This design comes from an exercise in tuning for small area, a short achievable clock period and few clock cycles per item on the open sky130 flow, not from production work.
In this exercise RTL edits were held to simulation tests only and were not proved equivalent to the original.
No activity file was given, so power comes from the tool's default toggle rates.

==> design/flow/design.v <==
module sana_sine_rom (
    input  wire [8:0]  idx,
    output wire [14:0] q
);
    localparam [257*15-1:0] TABLE = {
        15'd16384,   
        15'd16384,   
        15'd16383,   
        15'd16381,   
        15'd16379,   
        15'd16376,   
        15'd16373,   
        15'd16369,   
        15'd16364,   
        15'd16359,   
        15'd16353,   
        15'd16347,   
        15'd16340,   
        15'd16332,   
        15'd16324,   
        15'd16315,   
        15'd16305,   
        15'd16295,   
        15'd16284,   
        15'd16273,   
        15'd16261,   
        15'd16248,   
        15'd16235,   
        15'd16221,   
        15'd16207,   
        15'd16192,   
        15'd16176,   
        15'd16160,   
        15'd16143,   
        15'd16125,   
        15'd16107,   
        15'd16088,   
        15'd16069,   
        15'd16049,   
        15'd16029,   
        15'd16008,   
        15'd15986,   
        15'd15964,   
        15'd15941,   
        15'd15917,   
        15'd15893,   
        15'd15868,   
        15'd15843,   
        15'd15817,   
        15'd15791,   
        15'd15763,   
        15'd15736,   
        15'd15707,   
        15'd15679,   
        15'd15649,   
        15'd15619,   
        15'd15588,   
        15'd15557,   
        15'd15525,   
        15'd15493,   
        15'd15460,   
        15'd15426,   
        15'd15392,   
        15'd15357,   
        15'd15322,   
        15'd15286,   
        15'd15250,   
        15'd15213,   
        15'd15175,   
        15'd15137,   
        15'd15098,   
        15'd15059,   
        15'd15019,   
        15'd14978,   
        15'd14937,   
        15'd14896,   
        15'd14854,   
        15'd14811,   
        15'd14768,   
        15'd14724,   
        15'd14680,   
        15'd14635,   
        15'd14589,   
        15'd14543,   
        15'd14497,   
        15'd14449,   
        15'd14402,   
        15'd14354,   
        15'd14305,   
        15'd14256,   
        15'd14206,   
        15'd14155,   
        15'd14104,   
        15'd14053,   
        15'd14001,   
        15'd13949,   
        15'd13896,   
        15'd13842,   
        15'd13788,   
        15'd13733,   
        15'd13678,   
        15'd13623,   
        15'd13567,   
        15'd13510,   
        15'd13453,   
        15'd13395,   
        15'd13337,   
        15'd13279,   
        15'd13219,   
        15'd13160,   
        15'd13100,   
        15'd13039,   
        15'd12978,   
        15'd12916,   
        15'd12854,   
        15'd12792,   
        15'd12729,   
        15'd12665,   
        15'd12601,   
        15'd12537,   
        15'd12472,   
        15'd12406,   
        15'd12340,   
        15'd12274,   
        15'd12207,   
        15'd12140,   
        15'd12072,   
        15'd12004,   
        15'd11935,   
        15'd11866,   
        15'd11797,   
        15'd11727,   
        15'd11656,   
        15'd11585,   
        15'd11514,   
        15'd11442,   
        15'd11370,   
        15'd11297,   
        15'd11224,   
        15'd11151,   
        15'd11077,   
        15'd11003,   
        15'd10928,   
        15'd10853,   
        15'd10778,   
        15'd10702,   
        15'd10625,   
        15'd10549,   
        15'd10471,   
        15'd10394,   
        15'd10316,   
        15'd10238,   
        15'd10159,   
        15'd10080,   
        15'd10001,   
        15'd9921,   
        15'd9841,   
        15'd9760,   
        15'd9679,   
        15'd9598,   
        15'd9516,   
        15'd9434,   
        15'd9352,   
        15'd9269,   
        15'd9186,   
        15'd9102,   
        15'd9019,   
        15'd8935,   
        15'd8850,   
        15'd8765,   
        15'd8680,   
        15'd8595,   
        15'd8509,   
        15'd8423,   
        15'd8337,   
        15'd8250,   
        15'd8163,   
        15'd8076,   
        15'd7988,   
        15'd7900,   
        15'd7812,   
        15'd7723,   
        15'd7635,   
        15'd7545,   
        15'd7456,   
        15'd7366,   
        15'd7276,   
        15'd7186,   
        15'd7096,   
        15'd7005,   
        15'd6914,   
        15'd6823,   
        15'd6731,   
        15'd6639,   
        15'd6547,   
        15'd6455,   
        15'd6363,   
        15'd6270,   
        15'd6177,   
        15'd6084,   
        15'd5990,   
        15'd5897,   
        15'd5803,   
        15'd5708,   
        15'd5614,   
        15'd5520,   
        15'd5425,   
        15'd5330,   
        15'd5235,   
        15'd5139,   
        15'd5044,   
        15'd4948,   
        15'd4852,   
        15'd4756,   
        15'd4660,   
        15'd4563,   
        15'd4467,   
        15'd4370,   
        15'd4273,   
        15'd4176,   
        15'd4078,   
        15'd3981,   
        15'd3883,   
        15'd3786,   
        15'd3688,   
        15'd3590,   
        15'd3492,   
        15'd3393,   
        15'd3295,   
        15'd3196,   
        15'd3098,   
        15'd2999,   
        15'd2900,   
        15'd2801,   
        15'd2702,   
        15'd2603,   
        15'd2503,   
        15'd2404,   
        15'd2305,   
        15'd2205,   
        15'd2105,   
        15'd2006,   
        15'd1906,   
        15'd1806,   
        15'd1706,   
        15'd1606,   
        15'd1506,   
        15'd1406,   
        15'd1306,   
        15'd1205,   
        15'd1105,   
        15'd1005,   
        15'd904,   
        15'd804,   
        15'd704,   
        15'd603,   
        15'd503,   
        15'd402,   
        15'd302,   
        15'd201,   
        15'd101,   
        15'd0   
    };
    assign q = (idx < 9'd257) ? TABLE[15*idx +: 15] : 15'd0;
endmodule
module sana_nes_rom (
    input  wire [8:0]  idx,
    output wire [14:0] q
);
    localparam [512*15-1:0] TABLE = {
        15'd968,   
        15'd974,   
        15'd979,   
        15'd984,   
        15'd990,   
        15'd995,   
        15'd1001,   
        15'd1006,   
        15'd1012,   
        15'd1018,   
        15'd1023,   
        15'd1029,   
        15'd1035,   
        15'd1040,   
        15'd1046,   
        15'd1052,   
        15'd1058,   
        15'd1064,   
        15'd1070,   
        15'd1076,   
        15'd1082,   
        15'd1088,   
        15'd1094,   
        15'd1100,   
        15'd1106,   
        15'd1112,   
        15'd1118,   
        15'd1124,   
        15'd1130,   
        15'd1137,   
        15'd1143,   
        15'd1149,   
        15'd1156,   
        15'd1162,   
        15'd1169,   
        15'd1175,   
        15'd1182,   
        15'd1188,   
        15'd1195,   
        15'd1201,   
        15'd1208,   
        15'd1215,   
        15'd1222,   
        15'd1228,   
        15'd1235,   
        15'd1242,   
        15'd1249,   
        15'd1256,   
        15'd1263,   
        15'd1270,   
        15'd1277,   
        15'd1284,   
        15'd1291,   
        15'd1298,   
        15'd1305,   
        15'd1313,   
        15'd1320,   
        15'd1327,   
        15'd1335,   
        15'd1342,   
        15'd1350,   
        15'd1357,   
        15'd1365,   
        15'd1372,   
        15'd1380,   
        15'd1387,   
        15'd1395,   
        15'd1403,   
        15'd1411,   
        15'd1419,   
        15'd1426,   
        15'd1434,   
        15'd1442,   
        15'd1450,   
        15'd1458,   
        15'd1466,   
        15'd1475,   
        15'd1483,   
        15'd1491,   
        15'd1499,   
        15'd1508,   
        15'd1516,   
        15'd1524,   
        15'd1533,   
        15'd1541,   
        15'd1550,   
        15'd1558,   
        15'd1567,   
        15'd1576,   
        15'd1585,   
        15'd1593,   
        15'd1602,   
        15'd1611,   
        15'd1620,   
        15'd1629,   
        15'd1638,   
        15'd1647,   
        15'd1656,   
        15'd1666,   
        15'd1675,   
        15'd1684,   
        15'd1693,   
        15'd1703,   
        15'd1712,   
        15'd1722,   
        15'd1731,   
        15'd1741,   
        15'd1751,   
        15'd1760,   
        15'd1770,   
        15'd1780,   
        15'd1790,   
        15'd1800,   
        15'd1810,   
        15'd1820,   
        15'd1830,   
        15'd1840,   
        15'd1850,   
        15'd1860,   
        15'd1871,   
        15'd1881,   
        15'd1892,   
        15'd1902,   
        15'd1913,   
        15'd1923,   
        15'd1934,   
        15'd1945,   
        15'd1956,   
        15'd1966,   
        15'd1977,   
        15'd1988,   
        15'd1999,   
        15'd2010,   
        15'd2022,   
        15'd2033,   
        15'd2044,   
        15'd2055,   
        15'd2067,   
        15'd2078,   
        15'd2090,   
        15'd2101,   
        15'd2113,   
        15'd2125,   
        15'd2137,   
        15'd2148,   
        15'd2160,   
        15'd2172,   
        15'd2184,   
        15'd2197,   
        15'd2209,   
        15'd2221,   
        15'd2233,   
        15'd2246,   
        15'd2258,   
        15'd2271,   
        15'd2283,   
        15'd2296,   
        15'd2309,   
        15'd2322,   
        15'd2335,   
        15'd2347,   
        15'd2360,   
        15'd2374,   
        15'd2387,   
        15'd2400,   
        15'd2413,   
        15'd2427,   
        15'd2440,   
        15'd2454,   
        15'd2467,   
        15'd2481,   
        15'd2495,   
        15'd2509,   
        15'd2523,   
        15'd2537,   
        15'd2551,   
        15'd2565,   
        15'd2579,   
        15'd2593,   
        15'd2608,   
        15'd2622,   
        15'd2637,   
        15'd2651,   
        15'd2666,   
        15'd2681,   
        15'd2696,   
        15'd2711,   
        15'd2726,   
        15'd2741,   
        15'd2756,   
        15'd2772,   
        15'd2787,   
        15'd2802,   
        15'd2818,   
        15'd2834,   
        15'd2849,   
        15'd2865,   
        15'd2881,   
        15'd2897,   
        15'd2913,   
        15'd2929,   
        15'd2946,   
        15'd2962,   
        15'd2978,   
        15'd2995,   
        15'd3011,   
        15'd3028,   
        15'd3045,   
        15'd3062,   
        15'd3079,   
        15'd3096,   
        15'd3113,   
        15'd3130,   
        15'd3148,   
        15'd3165,   
        15'd3183,   
        15'd3201,   
        15'd3218,   
        15'd3236,   
        15'd3254,   
        15'd3272,   
        15'd3290,   
        15'd3309,   
        15'd3327,   
        15'd3345,   
        15'd3364,   
        15'd3383,   
        15'd3401,   
        15'd3420,   
        15'd3439,   
        15'd3458,   
        15'd3478,   
        15'd3497,   
        15'd3516,   
        15'd3536,   
        15'd3556,   
        15'd3575,   
        15'd3595,   
        15'd3615,   
        15'd3635,   
        15'd3655,   
        15'd3676,   
        15'd3696,   
        15'd3717,   
        15'd3737,   
        15'd3758,   
        15'd3779,   
        15'd3800,   
        15'd3821,   
        15'd3842,   
        15'd3863,   
        15'd3885,   
        15'd3906,   
        15'd3928,   
        15'd3950,   
        15'd3972,   
        15'd3994,   
        15'd4016,   
        15'd4038,   
        15'd4061,   
        15'd4083,   
        15'd4106,   
        15'd4129,   
        15'd4152,   
        15'd4175,   
        15'd4198,   
        15'd4221,   
        15'd4245,   
        15'd4268,   
        15'd4292,   
        15'd4316,   
        15'd4340,   
        15'd4364,   
        15'd4388,   
        15'd4412,   
        15'd4437,   
        15'd4461,   
        15'd4486,   
        15'd4511,   
        15'd4536,   
        15'd4561,   
        15'd4587,   
        15'd4612,   
        15'd4638,   
        15'd4663,   
        15'd4689,   
        15'd4715,   
        15'd4741,   
        15'd4768,   
        15'd4794,   
        15'd4821,   
        15'd4848,   
        15'd4875,   
        15'd4902,   
        15'd4929,   
        15'd4956,   
        15'd4984,   
        15'd5011,   
        15'd5039,   
        15'd5067,   
        15'd5095,   
        15'd5124,   
        15'd5152,   
        15'd5181,   
        15'd5209,   
        15'd5238,   
        15'd5267,   
        15'd5297,   
        15'd5326,   
        15'd5356,   
        15'd5385,   
        15'd5415,   
        15'd5445,   
        15'd5475,   
        15'd5506,   
        15'd5536,   
        15'd5567,   
        15'd5598,   
        15'd5629,   
        15'd5660,   
        15'd5692,   
        15'd5723,   
        15'd5755,   
        15'd5787,   
        15'd5819,   
        15'd5851,   
        15'd5884,   
        15'd5917,   
        15'd5949,   
        15'd5983,   
        15'd6016,   
        15'd6049,   
        15'd6083,   
        15'd6116,   
        15'd6150,   
        15'd6185,   
        15'd6219,   
        15'd6253,   
        15'd6288,   
        15'd6323,   
        15'd6358,   
        15'd6393,   
        15'd6429,   
        15'd6465,   
        15'd6500,   
        15'd6537,   
        15'd6573,   
        15'd6609,   
        15'd6646,   
        15'd6683,   
        15'd6720,   
        15'd6757,   
        15'd6795,   
        15'd6833,   
        15'd6870,   
        15'd6909,   
        15'd6947,   
        15'd6985,   
        15'd7024,   
        15'd7063,   
        15'd7102,   
        15'd7142,   
        15'd7182,   
        15'd7221,   
        15'd7261,   
        15'd7302,   
        15'd7342,   
        15'd7383,   
        15'd7424,   
        15'd7465,   
        15'd7507,   
        15'd7548,   
        15'd7590,   
        15'd7632,   
        15'd7675,   
        15'd7717,   
        15'd7760,   
        15'd7803,   
        15'd7847,   
        15'd7890,   
        15'd7934,   
        15'd7978,   
        15'd8022,   
        15'd8067,   
        15'd8112,   
        15'd8157,   
        15'd8202,   
        15'd8247,   
        15'd8293,   
        15'd8339,   
        15'd8386,   
        15'd8432,   
        15'd8479,   
        15'd8526,   
        15'd8573,   
        15'd8621,   
        15'd8669,   
        15'd8717,   
        15'd8765,   
        15'd8814,   
        15'd8863,   
        15'd8912,   
        15'd8961,   
        15'd9011,   
        15'd9061,   
        15'd9112,   
        15'd9162,   
        15'd9213,   
        15'd9264,   
        15'd9316,   
        15'd9367,   
        15'd9419,   
        15'd9472,   
        15'd9524,   
        15'd9577,   
        15'd9630,   
        15'd9684,   
        15'd9737,   
        15'd9791,   
        15'd9846,   
        15'd9900,   
        15'd9955,   
        15'd10011,   
        15'd10066,   
        15'd10122,   
        15'd10178,   
        15'd10235,   
        15'd10292,   
        15'd10349,   
        15'd10406,   
        15'd10464,   
        15'd10522,   
        15'd10580,   
        15'd10639,   
        15'd10698,   
        15'd10758,   
        15'd10817,   
        15'd10877,   
        15'd10938,   
        15'd10998,   
        15'd11059,   
        15'd11121,   
        15'd11183,   
        15'd11245,   
        15'd11307,   
        15'd11370,   
        15'd11433,   
        15'd11496,   
        15'd11560,   
        15'd11624,   
        15'd11689,   
        15'd11754,   
        15'd11819,   
        15'd11885,   
        15'd11951,   
        15'd12017,   
        15'd12084,   
        15'd12151,   
        15'd12218,   
        15'd12286,   
        15'd12354,   
        15'd12423,   
        15'd12492,   
        15'd12561,   
        15'd12631,   
        15'd12701,   
        15'd12771,   
        15'd12842,   
        15'd12914,   
        15'd12985,   
        15'd13057,   
        15'd13130,   
        15'd13203,   
        15'd13276,   
        15'd13350,   
        15'd13424,   
        15'd13498,   
        15'd13573,   
        15'd13649,   
        15'd13724,   
        15'd13800,   
        15'd13877,   
        15'd13954,   
        15'd14032,   
        15'd14109,   
        15'd14188,   
        15'd14267,   
        15'd14346,   
        15'd14425,   
        15'd14505,   
        15'd14586,   
        15'd14667,   
        15'd14748,   
        15'd14830,   
        15'd14913,   
        15'd14995,   
        15'd15079,   
        15'd15162,   
        15'd15246,   
        15'd15331,   
        15'd15416,   
        15'd15502,   
        15'd15588,   
        15'd15674,   
        15'd15761,   
        15'd15849,   
        15'd15937,   
        15'd16025,   
        15'd16114,   
        15'd16204,   
        15'd16294,   
        15'd16384   
    };
    assign q = TABLE[15*idx +: 15];
endmodule
module sana_shape (
    input  wire [3:0]         sel,
    input  wire [15:0]        angle,
    input  wire [127:0]       wt,
    input  wire signed [15:0] noise_l,
    input  wire signed [15:0] noise_s,
    output reg  signed [15:0] sample,
    output reg                err
);
    localparam signed [15:0] ONE  = 16'sd16384;
    localparam signed [15:0] MONE = -16'sd16384;
    wire [9:0]  sin_i   = angle[15:6];
    wire [8:0]  sin_idx = sin_i[8] ? (9'd256 - {1'b0, sin_i[7:0]}) : {1'b0, sin_i[7:0]};
    wire [14:0] sin_mag;
    sana_sine_rom u_sine (.idx(sin_idx), .q(sin_mag));
    wire signed [15:0] sin_val = sin_i[9] ? -$signed({1'b0, sin_mag}) : $signed({1'b0, sin_mag});
    wire signed [15:0] saw_val = $signed({1'b0, angle[15:1]}) - ONE;
    wire signed [17:0] tri_lo  = $signed({2'b00, angle}) - 18'sd16384;
    wire signed [17:0] tri_hi  = 18'sd49152 - $signed({2'b00, angle});
    wire signed [15:0] tri_val = angle[15] ? tri_hi[15:0] : tri_lo[15:0];
    wire [14:0] nes_mag;
    sana_nes_rom u_nes (.idx(angle[15:7]), .q(nes_mag));
    wire signed [15:0] nes_val = angle[15] ? -$signed({1'b0, nes_mag}) : $signed({1'b0, nes_mag});
    wire [16:0] up_ceil = ({1'b0, angle} + 17'd4095) >> 12;    
    wire [4:0]  l_hi    = 5'd16 - up_ceil[4:0];
    reg  [2:0]  lvl;
    reg  signed [15:0] lobit_val;
    always @(*) begin
        if (!angle[15])
            lvl = angle[14:12];
        else if (l_hi > 5'd7)
            lvl = 3'd7;
        else
            lvl = l_hi[2:0];
        case (lvl)
            3'd0: lobit_val = -16'sd16384;
            3'd1: lobit_val = -16'sd11703;
            3'd2: lobit_val = -16'sd7022;
            3'd3: lobit_val = -16'sd2341;
            3'd4: lobit_val = 16'sd2341;
            3'd5: lobit_val = 16'sd7022;
            3'd6: lobit_val = 16'sd11703;
            default: lobit_val = 16'sd16384;
        endcase
    end
    wire [4:0] wt_k = angle[15:11];
    wire [3:0] wt_v = wt[{wt_k, 2'b00} +: 4];
    wire signed [15:0] wt_val = $signed({1'b0, wt_v, 11'd0}) - ONE;
    always @(*) begin
        err = 1'b0;
        case (sel)
            4'd0:  sample = sin_val;
            4'd1:  sample = saw_val;
            4'd2:  sample = tri_val;
            4'd3:  sample = angle[15] ? MONE : ONE;
            4'd4:  sample = (angle[15:14] == 2'b00) ? ONE : MONE;
            4'd5:  sample = (angle[15:13] == 3'b000) ? ONE : MONE;
            4'd6:  sample = nes_val;
            4'd7:  sample = lobit_val;
            4'd8:  sample = noise_l;
            4'd9:  sample = noise_s;
            4'd10: sample = wt_val;
            default: begin
                sample = 16'sd0;
                err    = 1'b1;
            end
        endcase
    end
endmodule
module sana_wavegen (
    input  wire         clk,
    input  wire         rst,
    input  wire         in_valid,
    output wire         in_ready,
    input  wire [3:0]   in_sel,
    input  wire [15:0]  in_angle,
    input  wire [15:0]  in_delta,
    input  wire [127:0] wt,
    output reg          out_valid,
    output reg  [15:0]  out_data,
    output reg          out_err
);
    localparam [1:0] S_IDLE = 2'd0, S_STEP = 2'd1, S_CALC = 2'd2;
    localparam signed [15:0] DECAY = 16'sd16220;    
    reg [1:0]  state;
    reg [3:0]  c_sel;
    reg [15:0] c_angle;
    reg [4:0]  cnt;
    reg        clocked;
    reg [14:0]        nl_lfsr, ns_lfsr;
    reg signed [15:0] nl_out,  ns_out;
    reg [10:0]        nl_acc,  ns_acc;
    wire is_noise = (in_sel == 4'd8) || (in_sel == 4'd9);
    wire is_short = (c_sel == 4'd9);
    wire [15:0] inc     = in_delta[15] ? 16'd0 : in_delta;
    wire [10:0] acc_cur = (in_sel == 4'd9) ? ns_acc : nl_acc;
    wire [15:0] acc_sum = {5'd0, acc_cur} + inc;
    wire [14:0] lfsr_cur  = is_short ? ns_lfsr : nl_lfsr;
    wire        fb        = lfsr_cur[0] ^ (is_short ? lfsr_cur[6] : lfsr_cur[1]);
    wire [14:0] lfsr_next = {fb, lfsr_cur[14:1]};
    wire signed [15:0] out_cur   = is_short ? ns_out : nl_out;
    wire signed [31:0] decay_mul = out_cur * DECAY;
    wire signed [15:0] out_decay = decay_mul[29:14];
    wire signed [15:0] out_new   = clocked ? (lfsr_cur[0] ? 16'sd16384 : -16'sd16384) : out_decay;
    wire signed [15:0] shape_val;
    wire               shape_err;
    sana_shape u_shape (
        .sel(c_sel), .angle(c_angle), .wt(wt),
        .noise_l(nl_out), .noise_s(ns_out),
        .sample(shape_val), .err(shape_err)
    );
    assign in_ready = (state == S_IDLE);
    always @(posedge clk) begin
        if (rst) begin
            state     <= S_IDLE;
            c_sel     <= 4'd0;
            c_angle   <= 16'd0;
            cnt       <= 5'd0;
            clocked   <= 1'b0;
            nl_lfsr   <= 15'd1;
            ns_lfsr   <= 15'd1;
            nl_out    <= 16'sd0;
            ns_out    <= 16'sd0;
            nl_acc    <= 11'd0;
            ns_acc    <= 11'd0;
            out_valid <= 1'b0;
            out_data  <= 16'd0;
            out_err   <= 1'b0;
        end else begin
            out_valid <= 1'b0;
            case (state)
                S_IDLE: begin
                    if (in_valid) begin
                        c_sel   <= in_sel;
                        c_angle <= in_angle;
                        if (is_noise) begin
                            if (in_sel == 4'd9) ns_acc <= acc_sum[10:0];
                            else                nl_acc <= acc_sum[10:0];
                            cnt     <= acc_sum[15:11];
                            clocked <= (acc_sum[15:11] != 5'd0);
                            state   <= S_STEP;
                        end else begin
                            state   <= S_CALC;
                        end
                    end
                end
                S_STEP: begin
                    if (cnt != 5'd0) begin
                        if (is_short) ns_lfsr <= lfsr_next;
                        else          nl_lfsr <= lfsr_next;
                        cnt <= cnt - 5'd1;
                    end else begin
                        if (is_short) ns_out <= out_new;
                        else          nl_out <= out_new;
                        state <= S_CALC;
                    end
                end
                S_CALC: begin
                    out_valid <= 1'b1;
                    out_data  <= shape_val;
                    out_err   <= shape_err;
                    state     <= S_IDLE;
                end
                default: state <= S_IDLE;
            endcase
        end
    end
endmodule
==> design/flow/run.sh <==
#!/bin/bash
# synth_recipe.tcl (not shown) runs the flow's synth.tcl, then flattens the netlist and writes it again
# the make line also repeats each setting of config.mk as NAME=value (left out here)
make -C /OpenROAD-flow-scripts/flow DESIGN_CONFIG=/design/flow/config.mk WORK_HOME=/design/flow/orfs CLKGATE_MAP_FILE= SYNTH_SCRIPT=/design/flow/synth_recipe.tcl finish
==> design/flow/config.mk <==
export PLATFORM = sky130hd
export DESIGN_NAME = sana_wavegen
export DESIGN_NICKNAME = sana_wavegen
export VERILOG_FILES = /design/flow/design.v
export SDC_FILE = /design/flow/constraint.sdc
export NUM_CORES = 4
export LEC_CHECK = 0
export CAP_MARGIN = 20
export CORE_MARGIN = 2
export CORE_UTILIZATION = 40
export SLEW_MARGIN = 20
==> design/flow/constraint.sdc <==
create_clock -name core_clock -period 10.0 [get_ports {clk}]
set_input_delay 2.0000 -clock core_clock [delete_from_list [all_inputs] [get_ports {clk}]]
set_output_delay 2.0000 -clock core_clock [all_outputs]
set_load 0.01 [all_outputs]
==> notes.md <==
* Outcome: timing/DRC/antenna clean
* Global-route wire length before repair at roughly 170 mm
* Pin count of the biggest net entering global routing at about 140
* Clk pin slew, worst setup/hold paths at about 0.06 ns
* Largest family of logic cells by synthesized area: compound AO/OA/AOI/OAI gates
* Final hold vios at 0
* Placer congestion estimate at ~1.0
* Average size of a mapped cell at about 7.3 µm²
* Clock Path Buffers at 2
* Fill cells at 6374
* Gr ovfl total at 0
* Final min period at approximately 7.7 ns
* Htree depth at 4
* Worst Setup Start Kind: flop
* Post-Synthesis Cells at 3452
* Complex-gate fraction of the synthesized area at 0.306
* Max_cap viols at 0
* CP Capture Type: flop
* Fraction of the yosys area taken by sequential cells at 0.104
* Highest clock rate at 130 MHz
* Clock Latency Late Sink at about 0.43 ns
* CTS tree: yes
* Initial DRC count at 4787
* Post-Synth XOR/XNOR Area at 0.0278
* Num CTS Buffers at 17
* Worst Skew at between 0.01 and 0.015 ns
* Starting Density at 0.405
* Syn Nets at roughly 3.9k
* IO Count at around 190
* Layout cells sized above 1 at 0.0759
* Flops & latches, synth at 130
* Synth area leaders: dfxtp_1 (10%), fa_1 (9.0%), ha_1 (7.1%), nand2_1 (6.5%), a21oi_1 (5.6%)
* Wire length per cell at about 26 µm
* Yosys top cell area share at 0.104
* CP arrival at ~8 ns
* Hold/Removal Path Class: reg -> reg
* Final TNS setup at 0 ns
* Post-layout nets at approximately 3.8k
* GRT Total Usage at 0.338
* P_leak at around 11 nW
* RSZ-0062 raised after global routing: no
* PortBufs at 185
* Peak VDD IR at 0.112 mV
* Commonest cells post-synth: nand2_1 (437), a21oi_1 (282), inv_1 (233)
* Vias in the first global route at 26.5k
* Power consumption at 2.64 mW
* Placed cell area at about 27000 µm²
* Mapped Area at roughly 25000 µm²
* CP cell instances: nor2b_1 > and3b_1 > nand2_1 > and2_1 > inv_1 > ha_1 > fa_1 > fa_1 > inv_1 > fa_1 > fa_1 > inv_1 > ha_1 > a21o_1 > a21o_1 > a21oi_1 > o32ai_1 > o2111ai_1 > nand4_1 > a311oi_1 > o21bai_1 > a21oi_1 > xnor2_1 > o31a_1
* Root buffer cell: clkbuf_16
* FFs w/ async S/R, synth at 0
* Total number of vias at between 20k and 30k
* Drt drc at 0
* Final period utilization at 0.767
* Synth Area in Adders at 0.161
* Headroom to the max-slew limit at 0.238
* Cell taking the most area after synthesis: dfxtp_1
* Max-slew violations at 0
* Row Count at a little over 90
* Most common cell on crit path: fa_1
* Initial antenna violation count at 0
* Slowest Stage Delay on Critical Path at a little over 0.7 ns
* Postcts setup bufs at 0
* CP Data Required Time at between 10 and 15 ns
* Slowest-stage cell, CP: and3b_1
* Proportion of synthesized area in mux cells at 0.0754
* P&R area growth vs syn at 10.0%
* Layout Cells excl Fill at 4251
* Critical path class: reg -> reg
* Top FF cell, synth: dfxtp_1
* Die ar. at 64700 µm²
* Setup violations, final at 0
* Post-cts resize count at 0
* Unique masters post-synth at about 120
* Clock Sinks at between 100 and 150
* Placed cell count at 4218
* Vias/cell at around 6.7
* Slew at the pin closest to its max-slew limit at roughly 1.1 ns
* Final Cell Area at 27600 µm²
* Dpl hpwl at roughly 80 mm
* Die Y at ~250 µm
* Antenna-violating nets left at 0
* Core Footprint at about 62000 µm²
* Most frequent cell after synthesis: nand2_1
* Total iterations of the first detailed-routing run at 8
* CTS Hold Bufs at 0
* Total Routed Length at between 100 and 150 mm
* Post-synthesis simple-gate area fraction at 0.226
* Width of the die at 254 µm
* Max FO, Critical Path at 20
* Pwr Density at ~96 nW/µm²
* Synthesis Warnings at 2
* Post-synth EDFFs at 0
## power breakdown
part / switching, mW / total (mW) / leakage [nW] / internal [mW]
Clock: 0.246 / 0.621 / 0.275 / 0.375
Combinational: 0.948 / 1.45 / 9.42 / 0.506
Sequential: 0.0371 / 0.567 / 1.06 / 0.530
## per-stage QoR
stage | hold slack [ns] | utilization | worst slack [ns]
floorplan | 0.432 | - | 3.26
global placement | 0.439 | 0.436 | 2.55
detailed placement | 0.443 | 0.436 | 2.40
CTS | 0.447 | 0.446 | 2.39
global route | 0.456 | 0.446 | 1.83
finish | 0.445 | 0.446 | 2.33
## final timing paths
| check | from | end | slack (ns) | cells after the start |
|---|---|---|---|---|
| setup / recovery | c_sel[3] | ns_out[14] | 2.33 | 24 |
| hold / removal | ns_lfsr[13] | ns_lfsr[12] | 0.44 | 2 |
| setup reg to reg | c_sel[3] | ns_out[14] | 2.33 | 24 |
| hold reg to reg | ns_lfsr[13] | ns_lfsr[12] | 0.44 | 2 |
## placed cells by master (no fill, tap or decap), drive strengths merged, types with 23 or more instances in the layout
cell | synthesis | routed
nor2 | 227 | 227
ha | 142 | 142
dfxtp | 130 | 130
a221oi | 26 | 26
o221ai | 26 | 26
a21oi | 283 | 283
mux4 | 55 | 55
clkdlybuf4s50 | 0 | 184
o31ai | 33 | 33
a311oi | 31 | 31
nor3 | 93 | 93
or2 | 24 | 24
a211oi | 81 | 81
nand3 | 88 | 88
nand2 | 437 | 437
buf | 198 | 71
o21ai | 209 | 209
nand2b | 56 | 56
and2 | 38 | 38
o311ai | 36 | 36
xnor2 | 52 | 52
inv | 238 | 241
a22oi | 28 | 28
o22ai | 23 | 23
a31oi | 50 | 50
mux2i | 46 | 46
o211ai | 76 | 76
nor2b | 63 | 63
fa | 113 | 113
## layer usage
layer / track usage / wire [µm] / vias to the layer above
li1: - / - / 12500
met5: 0 / 0 / -
met4: 0.169 / 6900 / 0
met1: 0.458 / 44900 / 13400
met2: 0.518 / 47800 / 1989
met3: 0.0590 / 11800 / 464
## registers in the layout (all words and copies together) (netlist names)
name	count
out_valid	1
clocked	1
state	2
cnt	5
nl_out	16
nl_acc	11
nl_lfsr	15
out_err	1
ns_lfsr	15
out_data	16
c_sel	4
c_angle	16
ns_acc	11
ns_out	16
## critical path: cells and delay by family (launching register included)
kind / cells / cell delay, ns
AO/OA/AOI/OAI: 9 / 2.16
XOR/XNOR: 1 / 0.14
adder cells (fa/ha/maj): 6 / 2.64
buffers and inverters: 3 / 0.37
flip-flops: 1 / 0.58
AND/OR/NAND/NOR: 5 / 1.67
## area by class of cell
cell class	count	area (µm²)	share of cell area
tap	837	1050	0.0380
multi-input combinational	2754	20000	0.725
antenna	1	2.50	0.0000908
clock inverter	11	129	0.00467
timing repair buffer	255	2390	0.0866
clock buffer	21	450	0.0163
sequential	130	2630	0.0953
inverter	242	926	0.0336
## logic make-up (layout without fill, tap and decap cells)
| family | count (synthesis) | count (layout) |
|---|---|---|
| AOI/OAI and AO/OA | 1130 | 1130 |
| xor gates and xnor gates | 75 | 75 |
| adders and majority gates | 255 | 255 |
| buffers and inverters | 568 | 529 |
| DFF | 130 | 130 |
| muxes | 118 | 118 |
| other | 1 | 2 |
| and+or+nand+nor | 1175 | 1175 |
Testbench counts, summed over its fixed seeds: cycles 63,281, items 24,000.

==> afterwards: timing with drivers on the ports <==
No port has a modelled driver above. Below, the same layout with a new extraction and two added sets of constraints. Step 1 assumes that a clkbuf_16 drives the clock port and a buf_2 every other input. Step 2 moves the port delays by t, midway between the first and last clock arrival at a register: inputs arrive t later, outputs are due t later. That takes back most of the time a late clock gives input paths. Slacks: ideal / step 1 / step 2; pairs: ideal / step 1.
shift t [ns]: 0.467
slack for setup (ns): 2.334 / 2.334 / 2.334
clock arrival spread, ns: 0.014 / 0.014
cell pins on the clock port's net: 1
After both steps this run still meets setup and hold. For this run, drivers alone change the setup slack by 0.000 ns; drivers and shift together by 0.000 ns.
